Background: an optimization exercise with open tools, aiming at small area, a short achievable clock period and few clock cycles. Do not read the settings as production practice.
Power figures rest on the tool's default switching activity, not on a simulated workload.

==> inputs of build 94 <==
// atc_encode
module atc_encode (
    input  wire        clk,
    input  wire        rst,           
    input  wire        wr_en,
    input  wire [8:0]  wr_addr,       
    input  wire [31:0] wr_data,
    input  wire        start,         
    output wire        busy,
    output reg  [31:0] result,
    output reg         err_src,       
    output reg  [7:0]  out_len,
    output reg         src_re,
    output reg  [7:0]  src_addr,
    input  wire [7:0]  src_rdata,
    output reg         dst_we,
    output reg  [7:0]  dst_addr,
    output reg  [7:0]  dst_wdata,
    output wire        txp_req,
    input  wire        txp_rsp_valid,
    input  wire        txp_rsp_ok,
    input  wire [7:0]  txp_rsp_val,
    input  wire [31:0] txp_rsp_err
);
    localparam [7:0]  TX_PWR_AUTO = 8'h80;
    localparam [31:0] R_OK      = 32'h0000_0000;
    localparam [31:0] R_MSGSIZE = 32'h0000_0004;
    localparam [31:0] R_RANGE   = 32'h0000_0080;
    localparam N_U16 = 14;
    localparam N_U32 = 7;
    reg busy_r;
    assign busy = busy_r;
    wire [31:0] wd   = wr_data & {32{~rst}};
    wire        wr_g = wr_en & ~busy_r;
    function wr_at(input [8:0] a);
        wr_at = rst | (wr_g & (wr_addr == a));
  ...
Settings: LEC_CHECK=0, CAP_MARGIN=20, CORE_MARGIN=2, CORE_UTILIZATION=40, PLACE_DENSITY=0.6, SETUP_SLACK_MARGIN=3.4, SLEW_MARGIN=20, TNS_END_PERCENT=100; clock period 6.0 ns.
run.sh (not shown) runs the stock make flow with config.mk's settings and CLKGATE_MAP_FILE= SYNTH_SCRIPT=/design/flow/synth_recipe.tcl, a recipe that flattens the netlist after the stock synthesis.
==> inputs of build 71, as changes to build 94 <==
--- a/flow/design.v
+++ b/flow/design.v
@@ -173,36 +173,32 @@
     localparam [1:0] P_LEN = 2'd0,    
                      P_TYP = 2'd1,    
                      P_PAY = 2'd2,    
                      P_TXP = 2'd3;    
     reg  [1:0]  ph;
-    reg         hold;          
     reg         txp_req_r;
     reg  [17:0] rem;           
-    reg         stale_a, stale_b;
+    reg         stale;         
     reg  [9:0]  room;          
+    reg  [7:0]  cur_n;         
     reg  [7:0]  cnt;           
     reg  [7:0]  t_cur;
     reg         view_cur;
     reg         zf;            
     reg  [7:0]  pf;            
     reg  [7:0]  rc;            
     assign txp_req = txp_req_r;
     reg         nx_valid;
+    reg  [17:0] nx_oh;
     reg  [8:0]  nx_n;
     reg  [7:0]  nx_type;
     reg         nx_view;
     reg  [7:0]  nx_off;
     reg  [6:0]  nx_base;
     reg         nx_auto;
-    reg         nx_fit;        
-    reg         nx_in;         
-    wire        stale    = stale_a || stale_b;
-    wire        go       = start && !busy_r;
-    wire        fast     = go && !stale;
-    wire [17:0] src      = (busy_r || fast) ? rem : fs_present;
-    wire [17:0] oh       = src & ~(src - 18'd1);
+    wire [17:0] rem_eff = busy_r ? rem : fs_present;
+    wire [17:0] oh      = rem_eff & ~(rem_eff - 18'd1);
     reg  [8:0]  l_n;
     reg  [7:0]  l_type, l_off;
     reg         l_view;
     reg  [6:0]  l_base;
     always @* begin
@@ -213,37 +209,33 @@
             l_off  = l_off  | ({8{oh[fi]}} & f_off[fi]);
             l_view = l_view | (oh[fi] & f_view[fi]);
             l_base = l_base | ({7{oh[fi]}} & f_base[fi]);
         end
     end
-    wire [8:0] vend     = {1'b0, nx_off} + {1'b0, nx_n[7:0]};
-    wire       len_step = (busy_r && ph == P_LEN && !hold) || fast;
-    wire       txp_step = busy_r && ph == P_TXP && txp_rsp_valid;
-    wire [7:0] ptr      = busy_r ? out_len : 8'd0;
-    wire issue_len = (len_step && nx_valid && !nx_auto && nx_fit && nx_in)
-                  || (txp_step && txp_rsp_ok && nx_fit);
-    wire nx_upd    = (!busy_r && !fast) || issue_len;
+    wire       fits   = !room[9] && ({1'b0, nx_n} <= room);
+    wire [8:0] vend   = {1'b0, nx_off} + {1'b0, nx_n[7:0]};
+    wire       in_src = !vend[8] || (vend[7:0] == 8'd0);
+    wire go       = start && !busy_r;
+    wire len_step = (busy_r && ph == P_LEN) || (go && !stale);
+    wire txp_step = busy_r && ph == P_TXP && txp_rsp_valid;
+    wire [7:0] ptr = busy_r ? out_len : 8'd0;
+    wire issue_len = (len_step && nx_valid && !nx_auto && fits && (!nx_view || in_src))
+                  || (txp_step && txp_rsp_ok && fits);
     wire fetch     = busy_r && (ph == P_TYP || ph == P_PAY);
     always @(posedge clk) begin
-        stale_a <= rst || busy_r || (wr_g && wr_addr[8:7] == 2'b00);
-        stale_b <= stale_a;
-        if (nx_upd) begin
-            nx_valid <= |src;
-            nx_n     <= l_n;
-            nx_type  <= l_type;
-            nx_view  <= l_view;
-            nx_off   <= l_off;
-            nx_base  <= l_base;
-            nx_auto  <= oh[5] && (fs_txp == TX_PWR_AUTO);
-            rem      <= src & ~oh;
-        end
-        nx_fit <= !room[9] && ({1'b0, nx_n} <= room);
-        nx_in  <= !nx_view || !vend[8] || (vend[7:0] == 8'd0);
+        nx_valid <= |rem_eff;
+        nx_oh    <= oh;
+        nx_n     <= l_n;
+        nx_type  <= l_type;
+        nx_view  <= l_view;
+        nx_off   <= l_off;
+        nx_base  <= l_base;
+        nx_auto  <= oh[5] && (fs_txp == TX_PWR_AUTO);
+        stale    <= rst || busy_r || (wr_g && wr_addr[8:7] == 2'b00);
         if (rst) begin
             busy_r    <= 1'b0;
             ph        <= P_LEN;
-            hold      <= 1'b0;
             txp_req_r <= 1'b0;
             result    <= R_OK;
             err_src   <= 1'b0;
             out_len   <= 8'd0;
             dst_we    <= 1'b0;
@@ -251,21 +243,25 @@
             dst_wdata <= 8'd0;
             src_re    <= 1'b0;
             src_addr  <= 8'd0;
             rc        <= 8'd0;
             cnt       <= 8'd0;
+            cur_n     <= 8'd0;
             t_cur     <= 8'd0;
             view_cur  <= 1'b0;
             txp_val   <= 8'd0;
             g         <= 7'd0;
             zf        <= 1'b0;
             pf        <= 8'd0;
             room      <= 10'd0;
+            rem       <= 18'd0;
         end else begin
             dst_we <= 1'b0;
-            hold   <= 1'b0;
-            if (!busy_r) room <= {2'b00, max_len} - 10'd2;
+            if (!busy_r) begin
+                room <= {2'b00, max_len} - 10'd2;
+                rem  <= fs_present;
+            end
             if (issue_len) begin
                 src_addr <= nx_off;
                 src_re   <= nx_view && nx_n[7:0] != 8'd0;
                 rc       <= nx_view ? nx_n[7:0] - 8'd1 : 8'd0;
             end else if (rc != 8'd0) begin
@@ -280,11 +276,10 @@
                 if (!g[6] && g[4:0] == 5'd27) zf <= 1'b1;
             end
             if (go && stale) begin
                 busy_r  <= 1'b1;
                 ph      <= P_LEN;
-                hold    <= 1'b1;
                 out_len <= 8'd0;
             end
             if (len_step) begin
                 if (!nx_valid) begin
                     result  <= R_OK;
@@ -294,12 +289,12 @@
                 end else if (nx_auto) begin
                     txp_req_r <= 1'b1;
                     ph        <= P_TXP;
                     out_len   <= ptr;
                     busy_r    <= 1'b1;
-                end else if (!nx_fit || !nx_in) begin
-                    result  <= nx_fit ? R_RANGE : R_MSGSIZE;
+                end else if (!fits || (nx_view && !in_src)) begin
+                    result  <= fits ? R_RANGE : R_MSGSIZE;
                     err_src <= 1'b0;
                     out_len <= ptr;
                     busy_r  <= 1'b0;
                 end
             end
@@ -309,11 +304,11 @@
                 if (!txp_rsp_ok) begin
                     result  <= txp_rsp_err;
                     err_src <= 1'b1;
                     busy_r  <= 1'b0;
                     ph      <= P_LEN;
-                end else if (!nx_fit) begin
+                end else if (!fits) begin
                     result  <= R_MSGSIZE;
                     err_src <= 1'b0;
                     busy_r  <= 1'b0;
                     ph      <= P_LEN;
                 end
@@ -323,21 +318,23 @@
                 ph        <= P_TYP;
                 dst_we    <= 1'b1;
                 dst_addr  <= ptr;
                 dst_wdata <= nx_n[7:0] + 8'd1;
                 out_len   <= ptr + 8'd1;
-                room      <= room - {2'b00, nx_n[7:0]} - 10'd2;
+                rem       <= rem_eff & ~nx_oh;
+                cur_n     <= nx_n[7:0];
                 cnt       <= nx_n[7:0];
                 t_cur     <= nx_type;
                 view_cur  <= nx_view;
                 g         <= nx_base;
                 zf        <= 1'b0;
             end else if (busy_r && ph == P_TYP) begin
                 dst_we    <= 1'b1;
                 dst_addr  <= out_len;
                 dst_wdata <= t_cur;
                 out_len   <= out_len + 8'd1;
+                room      <= room - {2'b00, cur_n} - 10'd2;
                 ph        <= (cnt == 8'd0) ? P_LEN : P_PAY;
             end else if (busy_r && ph == P_PAY) begin
                 dst_we    <= 1'b1;
                 dst_addr  <= out_len;
                 dst_wdata <= view_cur ? src_rdata : pf;
SETUP_SLACK_MARGIN = not set   (was 3.4)
TNS_END_PERCENT = not set   (was 100)
==> comparison <==
- Build 71 produced a clean layout. Build 94 completed with no timing, DRC or antenna violations.
- Between build 71 and build 94, the lower critical path depth is in build 71 (gap 3).
- In build 94 the global-route usage is higher than in build 71, by 3.0 points.
- Of build 94 and build 71, build 94 has the higher area after synthesis (gap about 1.2%, measured against build 71).
- Of build 94 and build 71, build 71 has the higher sequential share of layout area (gap 7.0 points).
- Total power: build 94 is higher than build 71 (15%).
==> figures <==
|  | build 71 | build 94 |
|---|---|---|
| Source of the worst hold timing path | nx_oh[15] | stale_a |
| Result of the run | no timing/DRC/antenna violations | no timing/DRC/antenna violations |
| FF-to-FF End | out_len[6] | pf[1] |
| Routed wirelength normalized by instance count | 27.6 um | 29.4 um |
| Largest net degree at the start of global routing | 68 | 66 |
| Unrepaired setup endpoints after global routing | no | yes |
| Critical path destination | out_len[6] | pta_n[8] |
| Clock buf count | 129 | 121 |
| Net count reported at finish | 3356 | 3737 |
| Delay of the slowest critical-path stage | 0.76 ns | 0.36 ns |
| Switching Share | 32.2% | 34.9% |
No run of this note included a check of the RTL's function; only the layout flow was run.

========
==> trial 58 <==
==> flow/design.v <==
module atc_encode (
    input  wire        clk,
    input  wire        rst,           
    input  wire        wr_en,
    input  wire [8:0]  wr_addr,       
    input  wire [31:0] wr_data,
    input  wire        start,         
    output wire        busy,
    output reg  [31:0] result,
    output reg         err_src,       
    output reg  [7:0]  out_len,
    output reg         src_re,
    output reg  [7:0]  src_addr,
    input  wire [7:0]  src_rdata,
    output reg         dst_we,
    output reg  [7:0]  dst_addr,
    output reg  [7:0]  dst_wdata,
    output wire        txp_req,
    input  wire        txp_rsp_valid,
    input  wire        txp_rsp_ok,
    input  wire [7:0]  txp_rsp_val,
    input  wire [31:0] txp_rsp_err
);
    localparam [7:0]  TX_PWR_AUTO = 8'h80;
    localparam [31:0] R_OK      = 32'h0000_0000;
    localparam [31:0] R_MSGSIZE = 32'h0000_0004;
    localparam [31:0] R_RANGE   = 32'h0000_0080;
    localparam N_U16 = 14;
    localparam N_U32 = 7;
    reg busy_r;
    assign busy = busy_r;
    wire [31:0] wd   = wr_data & {32{~rst}};
    wire        wr_g = wr_en & ~busy_r;
    function wr_at(input [8:0] a);
        wr_at = rst | (wr_g & (wr_addr == a));
    endfunction
    reg [7:0]  max_len;
    reg [17:0] fs_present;
    reg [3:0]  fs_complete;
    reg [7:0]  fs_flags, fs_txp, fs_lerole;
    reg [15:0] fs_appear, fs_advitvl;
    reg [7:0]  fs_u16_count, fs_u32_count;
    reg [7:0]  v_off [0:7];    
    reg [7:0]  v_n   [0:7];    
    reg [8:0]  pta_n;          
    reg [23:0] fs_devcls;
    reg [31:0] fs_itvl;
    reg [55:0] fs_leaddr;
    reg [15:0] u16 [0:N_U16-1];
    reg [31:0] u32 [0:N_U32-1];
    wire [10:0] pta6 = {1'b0, wd[15:8], 2'b00} + {2'b00, wd[15:8], 1'b0};
    always @(posedge clk) begin
        if (wr_at(9'h005)) max_len <= wd[7:0];
        if (wr_at(9'h040)) fs_present <= wd[17:0];
        if (wr_at(9'h041)) fs_complete <= wd[3:0];
        if (wr_at(9'h042)) begin
            fs_flags  <= wd[7:0];
            fs_txp    <= wd[15:8];
            fs_lerole <= wd[23:16];
        end
        if (wr_at(9'h043)) begin
            fs_appear  <= wd[15:0];
            fs_advitvl <= wd[31:16];
        end
        if (wr_at(9'h044)) begin
            fs_u16_count <= wd[7:0];
            fs_u32_count <= wd[15:8];
        end
        if (wr_at(9'h048)) pta_n <= pta6[10:8] != 3'd0 ? 9'h100 : {1'b0, pta6[7:0]};
        if (wr_at(9'h04D)) fs_devcls <= wd[23:0];
        if (wr_at(9'h04E)) fs_itvl <= wd;
        if (wr_at(9'h04F)) fs_leaddr[31:0] <= wd;
        if (wr_at(9'h050)) fs_leaddr[55:32] <= wd[23:0];
    end
    genvar gi;
    generate
        for (gi = 0; gi < 8; gi = gi + 1) begin : g_view
            always @(posedge clk)
                if (wr_at(9'h045 + gi)) begin
                    v_off[gi] <= wd[7:0];
                    if (gi != 3) v_n[gi] <= wd[15:8];
                end
        end
        for (gi = 0; gi < N_U16; gi = gi + 1) begin : g_u16
            always @(posedge clk)
                if (wr_at(9'h080 + gi)) u16[gi] <= wd[15:0];
        end
        for (gi = 0; gi < N_U32; gi = gi + 1) begin : g_u32
            always @(posedge clk)
                if (wr_at(9'h100 + gi)) u32[gi] <= wd;
        end
    endgenerate
    reg [7:0] f_type [0:17];
    reg [8:0] f_n    [0:17];
    reg       f_view [0:17];
    reg [7:0] f_off  [0:17];
    reg [6:0] f_base [0:17];
    integer fi;
    always @* begin
        for (fi = 0; fi < 18; fi = fi + 1) begin
            f_view[fi] = 1'b0;
            f_off[fi]  = 8'd0;
            f_base[fi] = 7'd0;
        end
        f_type[0]  = 8'h01;                          f_n[0]  = 9'd1;  f_base[0]  = 7'd64;
        f_type[1]  = fs_complete[0] ? 8'h03 : 8'h02;
        f_n[1]  = {fs_u16_count[7], fs_u16_count[6:0], 1'b0};      f_base[1]  = 7'd0;
        f_type[2]  = fs_complete[1] ? 8'h05 : 8'h04;
        f_n[2]  = {|fs_u32_count[7:6], fs_u32_count[5:0], 2'b00};  f_base[2]  = 7'd32;
        f_type[3]  = fs_complete[2] ? 8'h07 : 8'h06;
        f_n[3]  = {|v_n[0][7:4], v_n[0][3:0], 4'd0};
        f_type[4]  = fs_complete[3] ? 8'h09 : 8'h08; f_n[4]  = {1'b0, v_n[1]};
        f_type[5]  = 8'h0A;                          f_n[5]  = 9'd1;  f_base[5]  = 7'd65;
        f_type[6]  = 8'h0D;                          f_n[6]  = 9'd3;  f_base[6]  = 7'd66;
        f_type[7]  = 8'h12;                          f_n[7]  = 9'd4;  f_base[7]  = 7'd69;
        f_type[8]  = 8'h16;                          f_n[8]  = {1'b0, v_n[2]};
        f_type[9]  = 8'h17;                          f_n[9]  = pta_n;
        f_type[10] = 8'h19;                          f_n[10] = 9'd2;  f_base[10] = 7'd73;
        f_type[11] = 8'h1A;                          f_n[11] = 9'd2;  f_base[11] = 7'd75;
        f_type[12] = 8'h1B;                          f_n[12] = 9'd7;  f_base[12] = 7'd77;
        f_type[13] = 8'h1C;                          f_n[13] = 9'd1;  f_base[13] = 7'd84;
        f_type[14] = 8'h20;                          f_n[14] = {1'b0, v_n[4]};
        f_type[15] = 8'h21;                          f_n[15] = {1'b0, v_n[5]};
        f_type[16] = 8'h24;                          f_n[16] = {1'b0, v_n[6]};
        f_type[17] = 8'hFF;                          f_n[17] = {1'b0, v_n[7]};
        f_view[3]  = 1'b1; f_off[3]  = v_off[0];
        f_view[4]  = 1'b1; f_off[4]  = v_off[1];
        f_view[8]  = 1'b1; f_off[8]  = v_off[2];
        f_view[9]  = 1'b1; f_off[9]  = v_off[3];
        f_view[14] = 1'b1; f_off[14] = v_off[4];
        f_view[15] = 1'b1; f_off[15] = v_off[5];
        f_view[16] = 1'b1; f_off[16] = v_off[6];
        f_view[17] = 1'b1; f_off[17] = v_off[7];
    end
    reg  [7:0] txp_val;        
    reg  [6:0] g;              
    reg  [7:0] pbyte;
    always @* begin
        pbyte = 8'h00;
        if (!g[6]) begin
            if (!g[5]) begin
                if (g[4:1] < N_U16) pbyte = u16[g[4:1]][8*g[0] +: 8];
            end else begin
                if (g[4:2] < N_U32) pbyte = u32[g[4:2]][8*g[1:0] +: 8];
            end
        end else begin
            case (g[4:0])
                5'd0:  pbyte = fs_flags;
                5'd1:  pbyte = (fs_txp == TX_PWR_AUTO) ? txp_val : fs_txp;
                5'd2:  pbyte = fs_devcls[7:0];
                5'd3:  pbyte = fs_devcls[15:8];
                5'd4:  pbyte = fs_devcls[23:16];
                5'd5:  pbyte = fs_itvl[7:0];
                5'd6:  pbyte = fs_itvl[15:8];
                5'd7:  pbyte = fs_itvl[23:16];
                5'd8:  pbyte = fs_itvl[31:24];
                5'd9:  pbyte = fs_appear[7:0];
                5'd10: pbyte = fs_appear[15:8];
                5'd11: pbyte = fs_advitvl[7:0];
                5'd12: pbyte = fs_advitvl[15:8];
                5'd13: pbyte = fs_leaddr[7:0];
                5'd14: pbyte = fs_leaddr[15:8];
                5'd15: pbyte = fs_leaddr[23:16];
                5'd16: pbyte = fs_leaddr[31:24];
                5'd17: pbyte = fs_leaddr[39:32];
                5'd18: pbyte = fs_leaddr[47:40];
                5'd19: pbyte = fs_leaddr[55:48];
                5'd20: pbyte = fs_lerole;
                default: ;
            endcase
        end
    end
    localparam [1:0] P_LEN = 2'd0,    
                     P_TYP = 2'd1,    
                     P_PAY = 2'd2,    
                     P_TXP = 2'd3;    
    reg  [1:0]  ph;
    reg         hold;          
    reg         txp_req_r;
    reg  [17:0] rem;           
    reg         stale_a, stale_b;
    reg  [9:0]  room;          
    reg  [7:0]  cnt;           
    reg  [7:0]  t_cur;
    reg         view_cur;
    reg         zf;            
    reg  [7:0]  pf;            
    reg  [7:0]  rc;            
    assign txp_req = txp_req_r;
    reg         nx_valid;
    reg  [8:0]  nx_n;
    reg  [7:0]  nx_type;
    reg         nx_view;
    reg  [7:0]  nx_off;
    reg  [6:0]  nx_base;
    reg         nx_auto;
    reg         nx_fit;        
    reg         nx_in;         
    wire        stale    = stale_a || stale_b;
    wire        go       = start && !busy_r;
    wire        fast     = go && !stale;
    wire [17:0] src      = (busy_r || fast) ? rem : fs_present;
    wire [17:0] oh       = src & ~(src - 18'd1);
    reg  [8:0]  l_n;
    reg  [7:0]  l_type, l_off;
    reg         l_view;
    reg  [6:0]  l_base;
    always @* begin
        l_n = 9'd0; l_type = 8'd0; l_off = 8'd0; l_view = 1'b0; l_base = 7'd0;
        for (fi = 0; fi < 18; fi = fi + 1) begin
            l_n    = l_n    | ({9{oh[fi]}} & f_n[fi]);
            l_type = l_type | ({8{oh[fi]}} & f_type[fi]);
            l_off  = l_off  | ({8{oh[fi]}} & f_off[fi]);
            l_view = l_view | (oh[fi] & f_view[fi]);
            l_base = l_base | ({7{oh[fi]}} & f_base[fi]);
        end
    end
    wire [8:0] vend     = {1'b0, nx_off} + {1'b0, nx_n[7:0]};
    wire       len_step = (busy_r && ph == P_LEN && !hold) || fast;
    wire       txp_step = busy_r && ph == P_TXP && txp_rsp_valid;
    wire [7:0] ptr      = busy_r ? out_len : 8'd0;
    wire issue_len = (len_step && nx_valid && !nx_auto && nx_fit && nx_in)
                  || (txp_step && txp_rsp_ok && nx_fit);
    wire nx_upd    = (!busy_r && !fast) || issue_len;
    wire fetch     = busy_r && (ph == P_TYP || ph == P_PAY);
    always @(posedge clk) begin
        stale_a <= rst || busy_r || (wr_g && wr_addr[8:7] == 2'b00);
        stale_b <= stale_a;
        if (nx_upd) begin
            nx_valid <= |src;
            nx_n     <= l_n;
            nx_type  <= l_type;
            nx_view  <= l_view;
            nx_off   <= l_off;
            nx_base  <= l_base;
            nx_auto  <= oh[5] && (fs_txp == TX_PWR_AUTO);
            rem      <= src & ~oh;
        end
        nx_fit <= !room[9] && ({1'b0, nx_n} <= room);
        nx_in  <= !nx_view || !vend[8] || (vend[7:0] == 8'd0);
        if (rst) begin
            busy_r    <= 1'b0;
            ph        <= P_LEN;
            hold      <= 1'b0;
            txp_req_r <= 1'b0;
            result    <= R_OK;
            err_src   <= 1'b0;
            out_len   <= 8'd0;
            dst_we    <= 1'b0;
            dst_addr  <= 8'd0;
            dst_wdata <= 8'd0;
            src_re    <= 1'b0;
            src_addr  <= 8'd0;
            rc        <= 8'd0;
            cnt       <= 8'd0;
            t_cur     <= 8'd0;
            view_cur  <= 1'b0;
            txp_val   <= 8'd0;
            g         <= 7'd0;
            zf        <= 1'b0;
            pf        <= 8'd0;
            room      <= 10'd0;
        end else begin
            dst_we <= 1'b0;
            hold   <= 1'b0;
            if (!busy_r) room <= {2'b00, max_len} - 10'd2;
            if (issue_len) begin
                src_addr <= nx_off;
                src_re   <= nx_view && nx_n[7:0] != 8'd0;
                rc       <= nx_view ? nx_n[7:0] - 8'd1 : 8'd0;
            end else if (rc != 8'd0) begin
                src_addr <= src_addr + 8'd1;
                src_re   <= 1'b1;
                rc       <= rc - 8'd1;
            end else
                src_re <= 1'b0;
            if (fetch) begin
                pf <= zf ? 8'h00 : pbyte;
                g  <= g + 7'd1;
                if (!g[6] && g[4:0] == 5'd27) zf <= 1'b1;
            end
            if (go && stale) begin
                busy_r  <= 1'b1;
                ph      <= P_LEN;
                hold    <= 1'b1;
                out_len <= 8'd0;
            end
            if (len_step) begin
                if (!nx_valid) begin
                    result  <= R_OK;
                    err_src <= 1'b0;
                    out_len <= ptr;
                    busy_r  <= 1'b0;
                end else if (nx_auto) begin
                    txp_req_r <= 1'b1;
                    ph        <= P_TXP;
                    out_len   <= ptr;
                    busy_r    <= 1'b1;
                end else if (!nx_fit || !nx_in) begin
                    result  <= nx_fit ? R_RANGE : R_MSGSIZE;
                    err_src <= 1'b0;
                    out_len <= ptr;
                    busy_r  <= 1'b0;
                end
            end
            if (txp_step) begin
                txp_req_r <= 1'b0;
                txp_val   <= txp_rsp_val;
                if (!txp_rsp_ok) begin
                    result  <= txp_rsp_err;
                    err_src <= 1'b1;
                    busy_r  <= 1'b0;
                    ph      <= P_LEN;
                end else if (!nx_fit) begin
                    result  <= R_MSGSIZE;
                    err_src <= 1'b0;
                    busy_r  <= 1'b0;
                    ph      <= P_LEN;
                end
            end
            if (issue_len) begin
                busy_r    <= 1'b1;
                ph        <= P_TYP;
                dst_we    <= 1'b1;
                dst_addr  <= ptr;
                dst_wdata <= nx_n[7:0] + 8'd1;
                out_len   <= ptr + 8'd1;
                room      <= room - {2'b00, nx_n[7:0]} - 10'd2;
                cnt       <= nx_n[7:0];
                t_cur     <= nx_type;
                view_cur  <= nx_view;
                g         <= nx_base;
                zf        <= 1'b0;
            end else if (busy_r && ph == P_TYP) begin
                dst_we    <= 1'b1;
                dst_addr  <= out_len;
                dst_wdata <= t_cur;
                out_len   <= out_len + 8'd1;
                ph        <= (cnt == 8'd0) ? P_LEN : P_PAY;
            end else if (busy_r && ph == P_PAY) begin
                dst_we    <= 1'b1;
                dst_addr  <= out_len;
                dst_wdata <= view_cur ? src_rdata : pf;
                out_len   <= out_len + 8'd1;
                cnt       <= cnt - 8'd1;
                if (cnt == 8'd1) ph <= P_LEN;
            end
        end
    end
endmodule
==> flow/run.sh <==
#!/bin/bash
# synth_recipe.tcl (not shown) runs the flow's synth.tcl, then flattens the netlist and writes it again
# the make line also repeats each setting of config.mk as NAME=value (left out here)
make -C /OpenROAD-flow-scripts/flow DESIGN_CONFIG=/design/flow/config.mk WORK_HOME=/design/flow/orfs CLKGATE_MAP_FILE= SYNTH_SCRIPT=/design/flow/synth_recipe.tcl finish
==> flow/config.mk <==
export PLATFORM = sky130hd
export DESIGN_NAME = atc_encode
export DESIGN_NICKNAME = atc_encode
export VERILOG_FILES = /design/flow/design.v
export SDC_FILE = /design/flow/constraint.sdc
export NUM_CORES = 4
export LEC_CHECK = 0
export CAP_MARGIN = 20
export CORE_MARGIN = 2
export CORE_UTILIZATION = 40
export PLACE_DENSITY = 0.6
export SETUP_SLACK_MARGIN = 3.4
export SLEW_MARGIN = 20
export TNS_END_PERCENT = 5
==> flow/constraint.sdc <==
create_clock -name core_clock -period 6.0 [get_ports {clk}]
set_input_delay 1.2000 -clock core_clock [delete_from_list [all_inputs] [get_ports {clk}]]
set_output_delay 1.2000 -clock core_clock [all_outputs]
set_load 0.01 [all_outputs]
==> build 61: changes against trial 58 <==
--- a/flow/design.v
+++ b/flow/design.v
@@ -177,7 +177,7 @@
     reg  [1:0]  ph;
-    reg         hold;          
     reg         txp_req_r;
     reg  [17:0] rem;           
-    reg         stale_a, stale_b;
+    reg         stale;         
     reg  [9:0]  room;          
+    reg  [7:0]  cur_n;         
     reg  [7:0]  cnt;           
@@ -190,2 +190,3 @@
     reg         nx_valid;
+    reg  [17:0] nx_oh;
     reg  [8:0]  nx_n;
@@ -196,9 +197,4 @@
     reg         nx_auto;
-    reg         nx_fit;        
-    reg         nx_in;         
-    wire        stale    = stale_a || stale_b;
-    wire        go       = start && !busy_r;
-    wire        fast     = go && !stale;
-    wire [17:0] src      = (busy_r || fast) ? rem : fs_present;
-    wire [17:0] oh       = src & ~(src - 18'd1);
+    wire [17:0] rem_eff = busy_r ? rem : fs_present;
+    wire [17:0] oh      = rem_eff & ~(rem_eff - 18'd1);
     reg  [8:0]  l_n;
@@ -217,25 +213,22 @@
     end
-    wire [8:0] vend     = {1'b0, nx_off} + {1'b0, nx_n[7:0]};
-    wire       len_step = (busy_r && ph == P_LEN && !hold) || fast;
-    wire       txp_step = busy_r && ph == P_TXP && txp_rsp_valid;
-    wire [7:0] ptr      = busy_r ? out_len : 8'd0;
-    wire issue_len = (len_step && nx_valid && !nx_auto && nx_fit && nx_in)
-                  || (txp_step && txp_rsp_ok && nx_fit);
-    wire nx_upd    = (!busy_r && !fast) || issue_len;
+    wire       fits   = !room[9] && ({1'b0, nx_n} <= room);
+    wire [8:0] vend   = {1'b0, nx_off} + {1'b0, nx_n[7:0]};
+    wire       in_src = !vend[8] || (vend[7:0] == 8'd0);
+    wire go       = start && !busy_r;
+    wire len_step = (busy_r && ph == P_LEN) || (go && !stale);
+    wire txp_step = busy_r && ph == P_TXP && txp_rsp_valid;
+    wire [7:0] ptr = busy_r ? out_len : 8'd0;
+    wire issue_len = (len_step && nx_valid && !nx_auto && fits && (!nx_view || in_src))
+                  || (txp_step && txp_rsp_ok && fits);
     wire fetch     = busy_r && (ph == P_TYP || ph == P_PAY);
     always @(posedge clk) begin
-        stale_a <= rst || busy_r || (wr_g && wr_addr[8:7] == 2'b00);
-        stale_b <= stale_a;
-        if (nx_upd) begin
-            nx_valid <= |src;
-            nx_n     <= l_n;
-            nx_type  <= l_type;
-            nx_view  <= l_view;
-            nx_off   <= l_off;
-            nx_base  <= l_base;
-            nx_auto  <= oh[5] && (fs_txp == TX_PWR_AUTO);
-            rem      <= src & ~oh;
-        end
-        nx_fit <= !room[9] && ({1'b0, nx_n} <= room);
-        nx_in  <= !nx_view || !vend[8] || (vend[7:0] == 8'd0);
+        nx_valid <= |rem_eff;
+        nx_oh    <= oh;
+        nx_n     <= l_n;
+        nx_type  <= l_type;
+        nx_view  <= l_view;
+        nx_off   <= l_off;
+        nx_base  <= l_base;
+        nx_auto  <= oh[5] && (fs_txp == TX_PWR_AUTO);
+        stale    <= rst || busy_r || (wr_g && wr_addr[8:7] == 2'b00);
         if (rst) begin
@@ -243,3 +236,2 @@
             ph        <= P_LEN;
-            hold      <= 1'b0;
             txp_req_r <= 1'b0;
@@ -255,2 +247,3 @@
             cnt       <= 8'd0;
+            cur_n     <= 8'd0;
             t_cur     <= 8'd0;
@@ -262,6 +255,9 @@
             room      <= 10'd0;
+            rem       <= 18'd0;
         end else begin
             dst_we <= 1'b0;
-            hold   <= 1'b0;
-            if (!busy_r) room <= {2'b00, max_len} - 10'd2;
+            if (!busy_r) begin
+                room <= {2'b00, max_len} - 10'd2;
+                rem  <= fs_present;
+            end
             if (issue_len) begin
@@ -284,3 +280,2 @@
                 ph      <= P_LEN;
-                hold    <= 1'b1;
                 out_len <= 8'd0;
@@ -298,4 +293,4 @@
                     busy_r    <= 1'b1;
-                end else if (!nx_fit || !nx_in) begin
-                    result  <= nx_fit ? R_RANGE : R_MSGSIZE;
+                end else if (!fits || (nx_view && !in_src)) begin
+                    result  <= fits ? R_RANGE : R_MSGSIZE;
                     err_src <= 1'b0;
@@ -313,3 +308,3 @@
                     ph      <= P_LEN;
-                end else if (!nx_fit) begin
+                end else if (!fits) begin
                     result  <= R_MSGSIZE;
@@ -327,3 +322,4 @@
                 out_len   <= ptr + 8'd1;
-                room      <= room - {2'b00, nx_n[7:0]} - 10'd2;
+                rem       <= rem_eff & ~nx_oh;
+                cur_n     <= nx_n[7:0];
                 cnt       <= nx_n[7:0];
@@ -338,2 +334,3 @@
                 out_len   <= out_len + 8'd1;
+                room      <= room - {2'b00, cur_n} - 10'd2;
                 ph        <= (cnt == 8'd0) ? P_LEN : P_PAY;
- SETUP_SLACK_MARGIN: 3.4 -> 3.0
- TNS_END_PERCENT: 5 -> not set
==> build 85: changes against trial 58 <==
--- a/flow/design.v
+++ b/flow/design.v
@@ -177,7 +177,7 @@
     reg  [1:0]  ph;
-    reg         hold;          
     reg         txp_req_r;
     reg  [17:0] rem;           
-    reg         stale_a, stale_b;
+    reg         stale;         
     reg  [9:0]  room;          
+    reg  [7:0]  cur_n;         
     reg  [7:0]  cnt;           
@@ -190,2 +190,3 @@
     reg         nx_valid;
+    reg  [17:0] nx_oh;
     reg  [8:0]  nx_n;
@@ -196,9 +197,4 @@
     reg         nx_auto;
-    reg         nx_fit;        
-    reg         nx_in;         
-    wire        stale    = stale_a || stale_b;
-    wire        go       = start && !busy_r;
-    wire        fast     = go && !stale;
-    wire [17:0] src      = (busy_r || fast) ? rem : fs_present;
-    wire [17:0] oh       = src & ~(src - 18'd1);
+    wire [17:0] rem_eff = busy_r ? rem : fs_present;
+    wire [17:0] oh      = rem_eff & ~(rem_eff - 18'd1);
     reg  [8:0]  l_n;
@@ -217,25 +213,22 @@
     end
-    wire [8:0] vend     = {1'b0, nx_off} + {1'b0, nx_n[7:0]};
-    wire       len_step = (busy_r && ph == P_LEN && !hold) || fast;
-    wire       txp_step = busy_r && ph == P_TXP && txp_rsp_valid;
-    wire [7:0] ptr      = busy_r ? out_len : 8'd0;
-    wire issue_len = (len_step && nx_valid && !nx_auto && nx_fit && nx_in)
-                  || (txp_step && txp_rsp_ok && nx_fit);
-    wire nx_upd    = (!busy_r && !fast) || issue_len;
+    wire       fits   = !room[9] && ({1'b0, nx_n} <= room);
+    wire [8:0] vend   = {1'b0, nx_off} + {1'b0, nx_n[7:0]};
+    wire       in_src = !vend[8] || (vend[7:0] == 8'd0);
+    wire go       = start && !busy_r;
+    wire len_step = (busy_r && ph == P_LEN) || (go && !stale);
+    wire txp_step = busy_r && ph == P_TXP && txp_rsp_valid;
+    wire [7:0] ptr = busy_r ? out_len : 8'd0;
+    wire issue_len = (len_step && nx_valid && !nx_auto && fits && (!nx_view || in_src))
+                  || (txp_step && txp_rsp_ok && fits);
     wire fetch     = busy_r && (ph == P_TYP || ph == P_PAY);
     always @(posedge clk) begin
-        stale_a <= rst || busy_r || (wr_g && wr_addr[8:7] == 2'b00);
-        stale_b <= stale_a;
-        if (nx_upd) begin
-            nx_valid <= |src;
-            nx_n     <= l_n;
-            nx_type  <= l_type;
-            nx_view  <= l_view;
-            nx_off   <= l_off;
-            nx_base  <= l_base;
-            nx_auto  <= oh[5] && (fs_txp == TX_PWR_AUTO);
-            rem      <= src & ~oh;
-        end
-        nx_fit <= !room[9] && ({1'b0, nx_n} <= room);
-        nx_in  <= !nx_view || !vend[8] || (vend[7:0] == 8'd0);
+        nx_valid <= |rem_eff;
+        nx_oh    <= oh;
+        nx_n     <= l_n;
+        nx_type  <= l_type;
+        nx_view  <= l_view;
+        nx_off   <= l_off;
+        nx_base  <= l_base;
+        nx_auto  <= oh[5] && (fs_txp == TX_PWR_AUTO);
+        stale    <= rst || busy_r || (wr_g && wr_addr[8:7] == 2'b00);
         if (rst) begin
@@ -243,3 +236,2 @@
             ph        <= P_LEN;
-            hold      <= 1'b0;
             txp_req_r <= 1'b0;
@@ -255,2 +247,3 @@
             cnt       <= 8'd0;
+            cur_n     <= 8'd0;
             t_cur     <= 8'd0;
@@ -262,6 +255,9 @@
             room      <= 10'd0;
+            rem       <= 18'd0;
         end else begin
             dst_we <= 1'b0;
-            hold   <= 1'b0;
-            if (!busy_r) room <= {2'b00, max_len} - 10'd2;
+            if (!busy_r) begin
+                room <= {2'b00, max_len} - 10'd2;
+                rem  <= fs_present;
+            end
             if (issue_len) begin
@@ -284,3 +280,2 @@
                 ph      <= P_LEN;
-                hold    <= 1'b1;
                 out_len <= 8'd0;
@@ -298,4 +293,4 @@
                     busy_r    <= 1'b1;
-                end else if (!nx_fit || !nx_in) begin
-                    result  <= nx_fit ? R_RANGE : R_MSGSIZE;
+                end else if (!fits || (nx_view && !in_src)) begin
+                    result  <= fits ? R_RANGE : R_MSGSIZE;
                     err_src <= 1'b0;
@@ -313,3 +308,3 @@
                     ph      <= P_LEN;
-                end else if (!nx_fit) begin
+                end else if (!fits) begin
                     result  <= R_MSGSIZE;
@@ -327,3 +322,4 @@
                 out_len   <= ptr + 8'd1;
-                room      <= room - {2'b00, nx_n[7:0]} - 10'd2;
+                rem       <= rem_eff & ~nx_oh;
+                cur_n     <= nx_n[7:0];
                 cnt       <= nx_n[7:0];
@@ -338,2 +334,3 @@
                 out_len   <= out_len + 8'd1;
+                room      <= room - {2'b00, cur_n} - 10'd2;
                 ph        <= (cnt == 8'd0) ? P_LEN : P_PAY;
- SETUP_SLACK_MARGIN: 3.4 -> 3.6
- TNS_END_PERCENT: 5 -> not set
==> comparison table <==
Post-synthesis instance area: build 61 40400 µm²; trial 58 40900 µm²; build 85 40400 µm²
Clk_skew: build 61 41.4 ps; trial 58 32.5 ps; build 85 30.0 ps
Worst path buffer plus inverter count: build 61 3; trial 58 5; build 85 2
R2r endpoint: build 61 src_addr[6]; trial 58 pf[0]; build 85 src_addr[1]
Violation count after the first detailed-routing iteration: build 61 3644; trial 58 3943; build 85 4086
Run status: build 61 no timing/DRC/antenna violations; trial 58 no timing/DRC/antenna violations; build 85 no timing/DRC/antenna violations
Mux share of post-synthesis cell area: build 61 0.0240; trial 58 0.0213; build 85 0.0240
Register share of the cell area: build 61 0.548; trial 58 0.553; build 85 0.510
Non-clock buffer count: build 61 407; trial 58 406; build 85 595
Layout clock buffer count: build 61 129; trial 58 140; build 85 123
Worst EP arrival: build 61 3670 ps; trial 58 3460 ps; build 85 3630 ps
GR met2 Demand/Resource: build 61 0.399; trial 58 0.397; build 85 0.438
Met1 Routed Length: build 61 54800 µm; trial 58 55800 µm; build 85 57000 µm
Number of multi-input combinational cells in the layout: build 61 1775; trial 58 1839; build 85 1793
Reg power frac: build 61 0.393; trial 58 0.409; build 85 0.369
Site Rows: build 61 116; trial 58 117; build 85 116
Adder-cell area share of the yosys netlist: build 61 0.0204; trial 58 0.0207; build 85 0.0204
Power of the clock network: build 61 6.31 mW; trial 58 6.25 mW; build 85 6.46 mW
Function was not checked in any run of this note: the RTL went through the layout flow alone.

-- port drivers added, routing unchanged --
The results above use ideal ports. As a check the final layouts listed here were re-extracted and re-timed, cells and wires unchanged.
Step 1, drivers: a clkbuf_16 drives clk and a buf_2 each remaining input, both assumed.
Step 2, shift: input delay + t, output delay - t, t = (earliest + latest rising clock arrival at the registers) / 2. This alone moves slack from input paths to output paths.
Three values: no drivers, after step 1, after step 2; two values: the first two.
run	t, ns	slack for setup (ns)	worst slew at a driven data input, ns
build 94	0.737	2.757 / 2.731 / 1.994	0.14
build 71	0.732	1.905 / 1.905 / 1.307	0.12
trial 58	0.750	2.985 / 2.764 / 2.014	0.35
build 61	0.737	2.904 / 2.865 / 2.128	0.28
build 85	0.749	2.944 / 2.944 / 2.281	0.14
After both steps every run listed still meets setup and hold. For trial 58, which loses most, drivers alone change the setup slack by -0.221 ns; drivers and shift together by -0.971 ns.
